Background: an optimization exercise with open tools, aiming at small area, a short achievable clock period and few clock cycles. Do not read the settings as production practice. The RTL was checked by simulation tests, not by an equivalence proof against the original design. No activity file was given, so power comes from the tool's default toggle rates.

$ cat design/flow/design.v
module flowtex_core (
    input  wire         clk,
    input  wire         rst,
    input  wire         cmd_valid,
    input  wire [7:0]   cmd,
    output wire         cmd_ready,
    input  wire [255:0] frame_in,
    input  wire [23:0]  raw_flow_in,
    input  wire [23:0]  raw_range_in,
    input  wire [31:0]  alpha_in,
    input  wire [7:0]   order_in,
    input  wire [31:0]  value_in,
    output reg          rsp_valid,
    output reg  [1:0]   rsp_status,
    output wire [31:0]  rsp_value,
    output reg          df_valid,
    output reg  [23:0]  df_flow,
    output reg  [15:0]  df_temp,
    output reg  [23:0]  df_range,
    output reg  [79:0]  df_serial,
    output reg  [31:0]  df_fwver,
    output reg  [31:0]  df_fwcs,
    output reg  [31:0]  cfg_alpha,
    output wire [7:0]   cfg_order
);
    localparam integer  MAX_ORDER     = 8;
    localparam [31:0]   DEFAULT_ALPHA = 32'h3F000000;    
    localparam [3:0]    DEFAULT_ORDER = 4'd1;
    localparam [31:0]   ONE           = 32'h3F800000;
    localparam [1:0] ST_OK = 2'd0, ST_CHECKSUM = 2'd1, ST_CFG_IGNORED = 2'd2,
                     ST_ILLEGAL = 2'd3;
    localparam [7:0] OP_DECODE = 8'h01, OP_CONVERT = 8'h02, OP_CONFIGURE = 8'h03,
                     OP_RESET = 8'h04, OP_PROCESS = 8'h05, OP_GETVALUE = 8'h06;
    localparam [2:0] S_IDLE = 3'd0, S_CV = 3'd1, S_PA = 3'd2, S_PB = 3'd3,
                     S_PC = 3'd4;
    localparam [1:0] R_ZERO = 2'd0, R_CACHED = 2'd1, R_CONV = 2'd2;
    reg [2:0]  state;
    reg        init;                        
    reg [31:0] cached;
    reg [31:0] stage [0:MAX_ORDER-1];
    reg [3:0]  order;
    reg [31:0] om;                          
    reg [31:0] m1, m2;                      
    reg [31:0] cur;                         
    reg [2:0]  idx;
    reg        cv_neg;
    reg [1:0]  rsel;
    assign cmd_ready = (state == S_IDLE);
    assign cfg_order = {4'd0, order};
    wire accept = cmd_valid && cmd_ready;
    reg [7:0] gsum;
    integer   k;
    always @(*) begin
        gsum = 8'd0;
        for (k = 0; k < 32; k = k + 1)
            gsum = gsum + frame_in[8*k +: 8];
    end
    wire        raw_neg = raw_flow_in[23];
    wire [22:0] raw_neg23 = 23'd0 - raw_flow_in[22:0];
    wire [22:0] mag = raw_neg ? raw_neg23 : raw_flow_in[22:0];
    wire        cv_zero = (raw_flow_in[22:0] == 23'd0) || (raw_range_in == 24'd0);
    wire [31:0] div_q;
    ftx_cdiv u_cdiv (.p(m2), .q(div_q));
    wire alpha_ok = !alpha_in[31] && (alpha_in[30:0] != 31'd0) &&
                    (alpha_in[30:0] < ONE[30:0]);
    wire order_ok = (order_in >= 8'd1) && (order_in <= MAX_ORDER);
    wire [2:0]  ridx    = (state == S_PC) ? idx + 3'd1 : idx;
    wire [31:0] stage_r = stage[ridx];
    reg  [31:0] mul_a, mul_b, add_a, add_b;
    wire [31:0] mul_y, add_y;
    wire        imode = (state == S_CV);
    always @(*) begin
        case (state)
            S_PB:    begin mul_a = om;        mul_b = cur;     end
            S_CV:    begin mul_a = m1;        mul_b = m2;      end
            default: begin mul_a = cfg_alpha; mul_b = stage_r; end
        endcase
        if (state == S_PC) begin
            add_a = m1;   add_b = m2;
        end else begin
            add_a = ONE;  add_b = {~cfg_alpha[31], cfg_alpha[30:0]};
        end
    end
    ftx_fmul u_fmul (.a(mul_a), .b(mul_b), .imode(imode), .y(mul_y));
    ftx_fadd u_fadd (.a(add_a), .b(add_b), .y(add_y));
    assign rsp_value = (rsel == R_CACHED) ? cached :
                       (rsel == R_CONV)   ? {cv_neg, div_q[30:0]} : 32'd0;
    wire last = ({1'b0, idx} + 4'd1 == order);
    always @(posedge clk) begin
        if (state == S_IDLE)
            om <= add_y;
        if (accept && cmd == OP_CONVERT) begin
            m1 <= {9'd0, mag};
            m2 <= {8'd0, raw_range_in};
            cv_neg <= raw_neg;
        end
        if ((accept && cmd == OP_PROCESS) || state == S_PA || state == S_PC)
            m1 <= mul_y;
        if (state == S_PB || state == S_CV)
            m2 <= mul_y;
        if (accept && cmd == OP_PROCESS)
            cur <= value_in;
        else if (state == S_PC)
            cur <= add_y;
        if (accept || (state == S_PC && last))
            idx <= 3'd0;
        else if (state == S_PC)
            idx <= idx + 3'd1;
    end
    integer s;
    always @(posedge clk) begin
        if (rst) begin
            state      <= S_IDLE;
            rsp_valid  <= 1'b0;
            df_valid   <= 1'b0;
            df_flow    <= 24'd0;
            df_temp    <= 16'd0;
            df_range   <= 24'd0;
            df_serial  <= 80'd0;
            df_fwver   <= 32'd0;
            df_fwcs    <= 32'd0;
            cfg_alpha  <= DEFAULT_ALPHA;
            order      <= DEFAULT_ORDER;
            init       <= 1'b0;
            cached     <= 32'd0;
            for (s = 0; s < MAX_ORDER; s = s + 1)
                stage[s] <= 32'd0;
        end else begin
            rsp_valid <= 1'b0;
            case (state)
                S_IDLE: if (accept) begin
                    rsp_status <= ST_OK;
                    rsel       <= R_ZERO;
                    case (cmd)
                        OP_DECODE: begin
                            rsp_valid <= 1'b1;
                            if (gsum != 8'd0) begin
                                rsp_status <= ST_CHECKSUM;
                            end else begin
                                df_flow   <= frame_in[23:0];
                                df_temp   <= frame_in[47:32];
                                df_range  <= frame_in[79:56];
                                df_serial <= frame_in[167:88];
                                df_fwver  <= frame_in[207:176];
                                df_fwcs   <= frame_in[247:216];
                                df_valid  <= 1'b1;
                            end
                        end
                        OP_CONVERT: begin
                            if (cv_zero)
                                rsp_valid <= 1'b1;           
                            else
                                state <= S_CV;
                        end
                        OP_CONFIGURE: begin
                            rsp_valid <= 1'b1;
                            if (alpha_ok && order_ok) begin
                                cfg_alpha <= alpha_in;
                                order     <= order_in[3:0];
                            end else begin
                                rsp_status <= ST_CFG_IGNORED;
                            end
                        end
                        OP_RESET: begin
                            rsp_valid <= 1'b1;
                            for (s = 0; s < MAX_ORDER; s = s + 1)
                                if (s < order) stage[s] <= value_in;
                        end
                        OP_PROCESS: begin
                            if (!init)
                                for (s = 0; s < MAX_ORDER; s = s + 1)
                                    if (s < order) stage[s] <= value_in;
                            init  <= 1'b1;
                            state <= init ? S_PB : S_PA;
                        end
                        OP_GETVALUE: begin
                            rsp_valid <= 1'b1;
                            rsel      <= R_CACHED;
                        end
                        default: begin
                            rsp_valid  <= 1'b1;
                            rsp_status <= ST_ILLEGAL;
                        end
                    endcase
                end
                S_CV: begin
                    rsp_valid <= 1'b1;
                    rsel      <= R_CONV;
                    state     <= S_IDLE;
                end
                S_PA: state <= S_PB;
                S_PB: state <= S_PC;
                S_PC: begin
                    stage[idx] <= add_y;
                    if (last) begin
                        cached    <= add_y;
                        rsp_valid <= 1'b1;
                        rsel      <= R_CACHED;
                        state     <= S_IDLE;
                    end else begin
                        state <= S_PB;
                    end
                end
                default: state <= S_IDLE;
            endcase
        end
    end
endmodule
module ftx_fmul (
    input  wire [31:0] a,
    input  wire [31:0] b,
    input  wire        imode,     
    output wire [31:0] y
);
    localparam [31:0] QNAN = 32'h7FC00000;
    wire [7:0] ea = a[30:23], eb = b[30:23];
    wire a_max  = (ea == 8'hFF), b_max = (eb == 8'hFF);
    wire a_fz   = (a[22:0] == 0), b_fz = (b[22:0] == 0);
    wire a_nan  = a_max && !a_fz;
    wire b_nan  = b_max && !b_fz;
    wire a_inf  = a_max && a_fz;
    wire b_inf  = b_max && b_fz;
    wire a_zero = (ea == 8'h00) && a_fz;
    wire b_zero = (eb == 8'h00) && b_fz;
    wire sign   = a[31] ^ b[31];
    wire an = (ea != 0), bn = (eb != 0);
    wire [23:0] ma = imode ? a[23:0] : {an, a[22:0]};
    wire [23:0] mb = imode ? b[23:0] : {bn, b[22:0]};
    wire signed [9:0] e0 = imode ? 10'sd174 :
        $signed({2'b0, an ? ea : 8'd1}) + $signed({2'b0, bn ? eb : 8'd1}) - 10'sd126;
    wire [31:0] yr;
    assign y = imode ? yr :
               (a_nan || b_nan || (a_inf && b_zero) || (a_zero && b_inf)) ? QNAN :
               (a_inf || b_inf) ? {sign, 8'hFF, 23'd0} :
               (a_zero || b_zero) ? {sign, 31'd0} : yr;
    function [4:0] lzc24;
        input [23:0] v;
        integer j;
        begin
            lzc24 = 5'd24;
            for (j = 0; j < 24; j = j + 1)
                if (v[j]) lzc24 = 5'd23 - j[4:0];
        end
    endfunction
    wire [47:0] prod = ma * mb;
    wire [5:0]  lin  = {1'b0, lzc24(ma)} + {1'b0, lzc24(mb)};
    wire signed [10:0] em1  = {e0[9], e0} - 11'sd1;           
    wire               big  = (em1 >= $signed({5'd0, lin}));
    wire [5:0]         l1   = big ? lin : em1[5:0];
    wire [47:0]        s1   = prod << l1;
    wire               one  = big && !s1[47] && (em1 > $signed({5'd0, lin}));
    wire [47:0]        sl   = one ? {s1[46:0], 1'b0} : s1;
    wire [9:0]         ebl  = e0 - 10'd1 - {4'd0, l1} - {9'd0, one};
    wire [9:0]   rsh  = 10'd1 - e0;
    wire [5:0]   rs   = (rsh > 10'd26) ? 6'd26 : rsh[5:0];
    wire [73:0]  wr   = {prod, 26'd0} >> rs;
    wire [47:0]  sr   = {wr[73:27], |wr[26:0]};
    wire         neg  = e0[9] || (e0 == 10'd0);
    wire [47:0]  s    = neg ? sr : sl;
    wire [9:0]   ebx  = neg ? 10'd0 : ebl;
    ftx_fp_round u_round (
        .sign(sign & !imode), .eb(ebx), .m(s[47:24]), .guard(s[23]),
        .sticky(|s[22:0]), .result(yr)
    );
endmodule
module ftx_fadd (
    input  wire [31:0] a,
    input  wire [31:0] b,
    output reg  [31:0] y
);
    localparam [31:0] QNAN = 32'h7FC00000;
    wire a_max = (a[30:23] == 8'hFF), b_max = (b[30:23] == 8'hFF);
    wire a_nan = a_max && (a[22:0] != 0);
    wire b_nan = b_max && (b[22:0] != 0);
    wire a_inf = a_max && (a[22:0] == 0);
    wire b_inf = b_max && (b[22:0] == 0);
    wire        swap = (b[30:0] > a[30:0]);
    wire [31:0] x = swap ? b : a;
    wire [31:0] z = swap ? a : b;
    wire [7:0]  ex = x[30:23], ez = z[30:23];
    wire        xn = (ex != 0), zn = (ez != 0);
    wire [23:0] mx = {xn, x[22:0]};
    wire [23:0] mz = {zn, z[22:0]};
    wire [7:0]  ex_eff = xn ? ex : 8'd1;
    wire [7:0]  d = ex - ez - {7'd0, zn ^ xn};
    wire [4:0]  ds = (d > 8'd27) ? 5'd27 : d[4:0];
    wire [50:0] mz_wide = {mz, 27'd0} >> ds;
    wire [26:0] mz_ext  = {mz_wide[50:25], |mz_wide[24:0]};
    wire [26:0] mx_ext  = {mx, 3'b000};
    wire        subtract = x[31] ^ z[31];
    wire [27:0] sum = subtract ? ({1'b0, mx_ext} - {1'b0, mz_ext})
                               : ({1'b0, mx_ext} + {1'b0, mz_ext});
    reg  [4:0]  lz;
    integer     i;
    always @(*) begin
        lz = 5'd27;
        for (i = 0; i <= 27; i = i + 1)
            if (sum[i]) lz = 5'd27 - i[4:0];
    end
    wire [8:0]  exq  = {1'b0, ex_eff};
    wire        lim  = ({4'd0, lz} > exq);
    wire [4:0]  l    = lim ? ex_eff[4:0] : lz;
    wire [27:0] s    = sum << l;
    wire [8:0]  eb   = exq - {4'd0, l};
    wire [31:0] rounded;
    ftx_fp_round u_round (
        .sign(x[31]), .eb({1'b0, eb}), .m(s[27:4]), .guard(s[3]),
        .sticky(|s[2:0]), .result(rounded)
    );
    always @(*) begin
        if (a_nan || b_nan || (a_inf && b_inf && (a[31] != b[31])))
            y = QNAN;
        else if (a_inf)
            y = a;
        else if (b_inf)
            y = b;
        else if (sum == 0)
            y = {a[31] & b[31], 31'd0};
        else
            y = rounded;
    end
endmodule
module ftx_fp_round (
    input  wire        sign,
    input  wire [9:0]  eb,
    input  wire [23:0] m,
    input  wire        guard,
    input  wire        sticky,
    output wire [31:0] result
);
    wire        up = guard & (sticky | m[0]);
    wire [32:0] r  = {eb, m[22:0]} + {9'd0, m[23], 23'd0} + {32'd0, up};
    assign result = (r[32:23] >= 10'd255) ? {sign, 8'hFF, 23'd0} : {sign, r[30:0]};
endmodule
module ftx_cdiv (
    input  wire [31:0] p,
    output wire [31:0] q
);
    wire [22:0] l    = p[22:0];
    wire [7:0]  ep   = p[30:23];
    wire        c22  = &l[21:0];                 
    wire        g    = l[22] ^ c22;              
    wire        hi1  = (l == 23'h7FFFFE);
    wire        hi2  = (l == 23'h7FFFFF);
    wire [22:0] frac = l + {21'd0, g, !g};       
    assign q = (hi1 || hi2) ? {1'b0, ep - 8'd22, 22'd0, hi2}
                            : {1'b0, ep - 8'd23, frac};
endmodule
$ cat design/flow/run.sh
#!/bin/bash
# synth_recipe.tcl (not shown) runs the flow's synth.tcl, then flattens the netlist and writes it again
# the make line also repeats each setting of config.mk as NAME=value (left out here)
make -C /OpenROAD-flow-scripts/flow DESIGN_CONFIG=/design/flow/config.mk WORK_HOME=/design/flow/orfs CLKGATE_MAP_FILE= SYNTH_SCRIPT=/design/flow/synth_recipe.tcl finish
$ cat design/flow/config.mk
export PLATFORM = sky130hd
export DESIGN_NAME = flowtex_core
export DESIGN_NICKNAME = flowtex_core
export VERILOG_FILES = /design/flow/design.v
export SDC_FILE = /design/flow/constraint.sdc
export NUM_CORES = 4
export LEC_CHECK = 0
export CAP_MARGIN = 20
export CORE_MARGIN = 2
export CORE_UTILIZATION = 30
export SLEW_MARGIN = 20
$ cat design/flow/constraint.sdc
create_clock -name core_clock -period 25.0 [get_ports {clk}]
set_input_delay 5.0000 -clock core_clock [delete_from_list [all_inputs] [get_ports {clk}]]
set_output_delay 5.0000 -clock core_clock [all_outputs]
set_load 0.01 [all_outputs]
==> run notes <==
synth_stat cells, types with 84 or more instances:
master | number | area share
a32o_1 | 87 | 0.011
a31oi_1 | 87 | 0.0071
fa_1 | 673 | 0.18
o22ai_1 | 84 | 0.0069
dfxtp_1 | 285 | 0.075
nor3_1 | 178 | 0.012
nand2_1 | 1698 | 0.083
edfxtp_1 | 389 | 0.15
o21ai_0 | 396 | 0.026
mux2i_1 | 212 | 0.028
xnor2_1 | 206 | 0.024
ha_1 | 333 | 0.055
nor2_1 | 641 | 0.031
and2_1 | 108 | 0.0088
inv_1 | 823 | 0.040
nand3_1 | 168 | 0.011
clkbuf_1 | 461 | 0.023
a21oi_1 | 551 | 0.036
a211oi_1 | 102 | 0.010
report_power, final:
| group | internal, mW | switching [mW] |
|---|---|---|
| combinational | 1.41 | 1.78 |
| clock | 0.751 | 0.569 |
| sequential | 1.19 | 0.00781 |
stage by stage:
step | hold WS (ns) | std cells | util | instance area (um2)
after floorplan | 0.4249 | 9167 | - | 76410
after global placement | 0.4389 | 12830 | 0.3432 | 87060
after detailed placement | 0.4438 | 12830 | 0.3432 | 87080
after CTS | 0.4523 | 12980 | 0.3550 | 90050
after global routing | 0.4681 | 13020 | 0.3557 | 90230
final | 0.4518 | 13030 | 0.3558 | 90260
how the worst min path moves through the flow:
stage                     slack [ns]             to           from
after floorplan                 0.42     cached[14]     cached[14]
after global placement          0.44     cached[13]     cached[13]
after detailed placement        0.44      cached[5]      cached[5]
after CTS                       0.45      cached[5]      cached[5]
after global routing            0.47  df_serial[28]  df_serial[28]
final                           0.45      cached[5]      cached[5]
worst register-to-register path, delay by kind of cell, from the launching register on:
family,cells,cell delay [ns]
buffers and inverters,9,2.29
AND/OR/NAND/NOR,26,6.69
AO/OA/AOI/OAI,34,8.20
XOR/XNOR,2,0.83
multiplexers,3,0.90
adder cells (fa/ha/maj),7,2.33
flip-flops,1,0.59
cell type report:
type | count | area (um2) | area share
Inverter | 832 | 3123 | 0.03460
Timing Repair Buffer | 895 | 8499 | 0.09417
Multi-Input combinational cell | 7065 | 53940 | 0.5976
Clock buffer | 110 | 2407 | 0.02667
Clock inverter | 45 | 566.8 | 0.006280
Sequential cell | 674 | 17390 | 0.1927
Tap cell | 3366 | 4212 | 0.04666
Antenna cell | 47 | 117.6 | 0.001303
cells by family (layout without fill, tap and decap cells):
kind of cell | count (synthesis) | after routing | share of synthesized area
AO/OA/AOI/OAI | 2102 | 2102 | 0.1852
XOR/XNOR | 277 | 277 | 0.03176
adder cells (fa/ha/maj) | 1007 | 1007 | 0.2310
buffers and inverters | 1428 | 1882 | 0.07277
flip-flops | 674 | 674 | 0.2276
multiplexers | 329 | 329 | 0.05596
other | 1 | 51 | 0.00004909
AND/OR/NAND/NOR | 3346 | 3346 | 0.1957
per-layer routing:
layer | routed length [um] | part of all wire | GRT usage
met1 | 138100 | 0.37 | 0.3332
met2 | 171500 | 0.45 | 0.4466
met3 | 38130 | 0.10 | 0.07616
met4 | 29830 | 0.079 | 0.1928
met5 | 91 | 0.00024 | 0
==> run notes <==
Avg WL per Cell=just under 30 um; max-slew violation count=0; Num Clock Sinks=674; number of buffers created by CTS=86; Slew Limit Headroom=0.1871; number of violations of the max-capacitance limit=0; cells after synthesis=a little over 9000; largest fanout on the critical path=a little under 90; cell repeated most along the worst path=a21oi_1; CP Class=reg2reg; CTS Hold Bufs=0; maximum clock insertion buffer count=3; flip-flop count of the largest register after layout=approximately 260; transition time at the pin with the least slew margin=~1.2 ns; start point of the critical path=state[2]; worst IR drop on VDD=~0.38 mV; HPWL after detailed placement=around 300000 um; buffering stage count on the worst path with inverters included=9; number of rows created at floorplan=between 150 and 200; capturing element type of the critical path=register; post-synthesis average cell area=~8.3 um2; vertical extent of the die=508.6 um; top-level port count=between 600 and 700; portion of the clock cycle consumed by the worst path in the final layout=0.8850; setup ws final=approximately 2.9 ns; Area growth syn-to-layout=18.15%; data arrival at the endpoint of the critical path=approximately 23 ns; setup repair after global routing missed its margin=no; Core ar.=253700 um2; total vias in the final route=75130; dominant register cell in the synthesized netlist=edfxtp_1; distinct cell type count of the synthesized netlist=approximately 130; Chip Width=between 500 and 600 um; clock latency at the later pin of the worst-skew pair=about 0.78 ns; fin crit period=22.13 ns; biggest registers after layout=stage: 256 flops, df_serial: 80 flops; number of instances on the worst hold path=2; Top reg by flops=stage; CTS tree=done; most common cell after layout, fill and taps aside=nand2_1; H-tree level count=3; cell family with the largest share of critical-path delay=compound AO/OA/AOI/OAI gates; post-CTS setup repair buffer count=0; clock-pin slew on the worst setup and hold paths=0.06 ns; share of flip-flops with an asynchronous set or reset after synthesis=0; maximum number of pins on one net before global-route repair=184; maximum cell stage delay along the critical path=~0.80 ns; via count of the first global-routing pass=73700; highest-count cells in the layout ignoring fill and taps=nand2_1 (1698), inv_1 (821), fa_1 (673); Post-DRT Antenna Nets=0; synthesis-stage register bit count=between 600 and 700; summed negative setup slack over all endpoints=0 ns; DIE AREA=258700 um2; Ys Warns=3; termination of the worst setup path=stage[0][5]; worst hold path class=reg2reg; R2R depth=a little over 80; final routed DRC violation total=0; register-to-register setup slack=between 2 and 3 ns; fmax=about 45 MHz; Reg-to-Reg Start=state[2]; buffer cell driving the clock tree root=clkbuf_16; IO Port Bufs=between 600 and 700; share of layout cells above drive strength 1=0.07130; Final Setup Violations=0; DRT Wirelength=377600 um; quantity of gates resized following cts=0; final-layout fill cell count=26250; cell with the largest stage delay on the worst path=o2bb2ai_1; net count of the finished layout=between 10000 and 15000; sequential share of the synthesized area=0.2276; Worst Path Required=between 20 and 30 ns; count of cell instances traversed by the critical path=between 80 and 90; initial DRC count=9292; global-route wire length before repair=between 500000 and 600000 um; routability congestion estimate from global placement=~1; Remaining Overflow, GRT=0; power density over the cells=between 60 and 70 nW/um2; number of enable flip-flop cells after synthesis=around 400; total routing resource utilization after global routing=0.2822; synthesized cell area=76400 um2; length of the first detailed-routing pass in iterations=9; vias per cell=a little under 6; Worst Skew=0.1143 ns; kind of start point of the critical path=register; worst setup slack after placement=3.417 ns; destination of the worst register-to-register timing path=stage[0][5]; initial standard-cell utilization of the core=0.3011; leakage=around 35 nW; PnR Total Power=between 5 and 6 mW; final hold viol count=0; outcome=finished clean; initial antenna violation count=between 60 and 70
Testbench counts, summed over its fixed seeds: cycles 26,048.

## port drivers added, routing unchanged
The results above use ideal ports. As a check the final layout listed here was re-extracted and re-timed, cells and wires unchanged.
Step 1 assumes that a clkbuf_16 drives the clock port and a buf_2 every other input.
Step 2 times the ports against the registers' clock, not the clock port: input delays grow and output delays shrink by t, the midpoint of the rising clock arrivals with the driver on.
Slacks: no drivers / after step 1 / after step 2; pairs: no drivers / after step 1.
t, ns: 0.842
setup WS [ns]: 2.874 / 2.874 / 2.874
worst register clock-pin slew, ns: 0.06 / 0.06
worst data-port slew with drivers (ns): 0.35
After both steps setup and hold are still met in this run. The setup slack of this run moves by 0.000 ns with the drivers and by 0.000 ns with both steps.
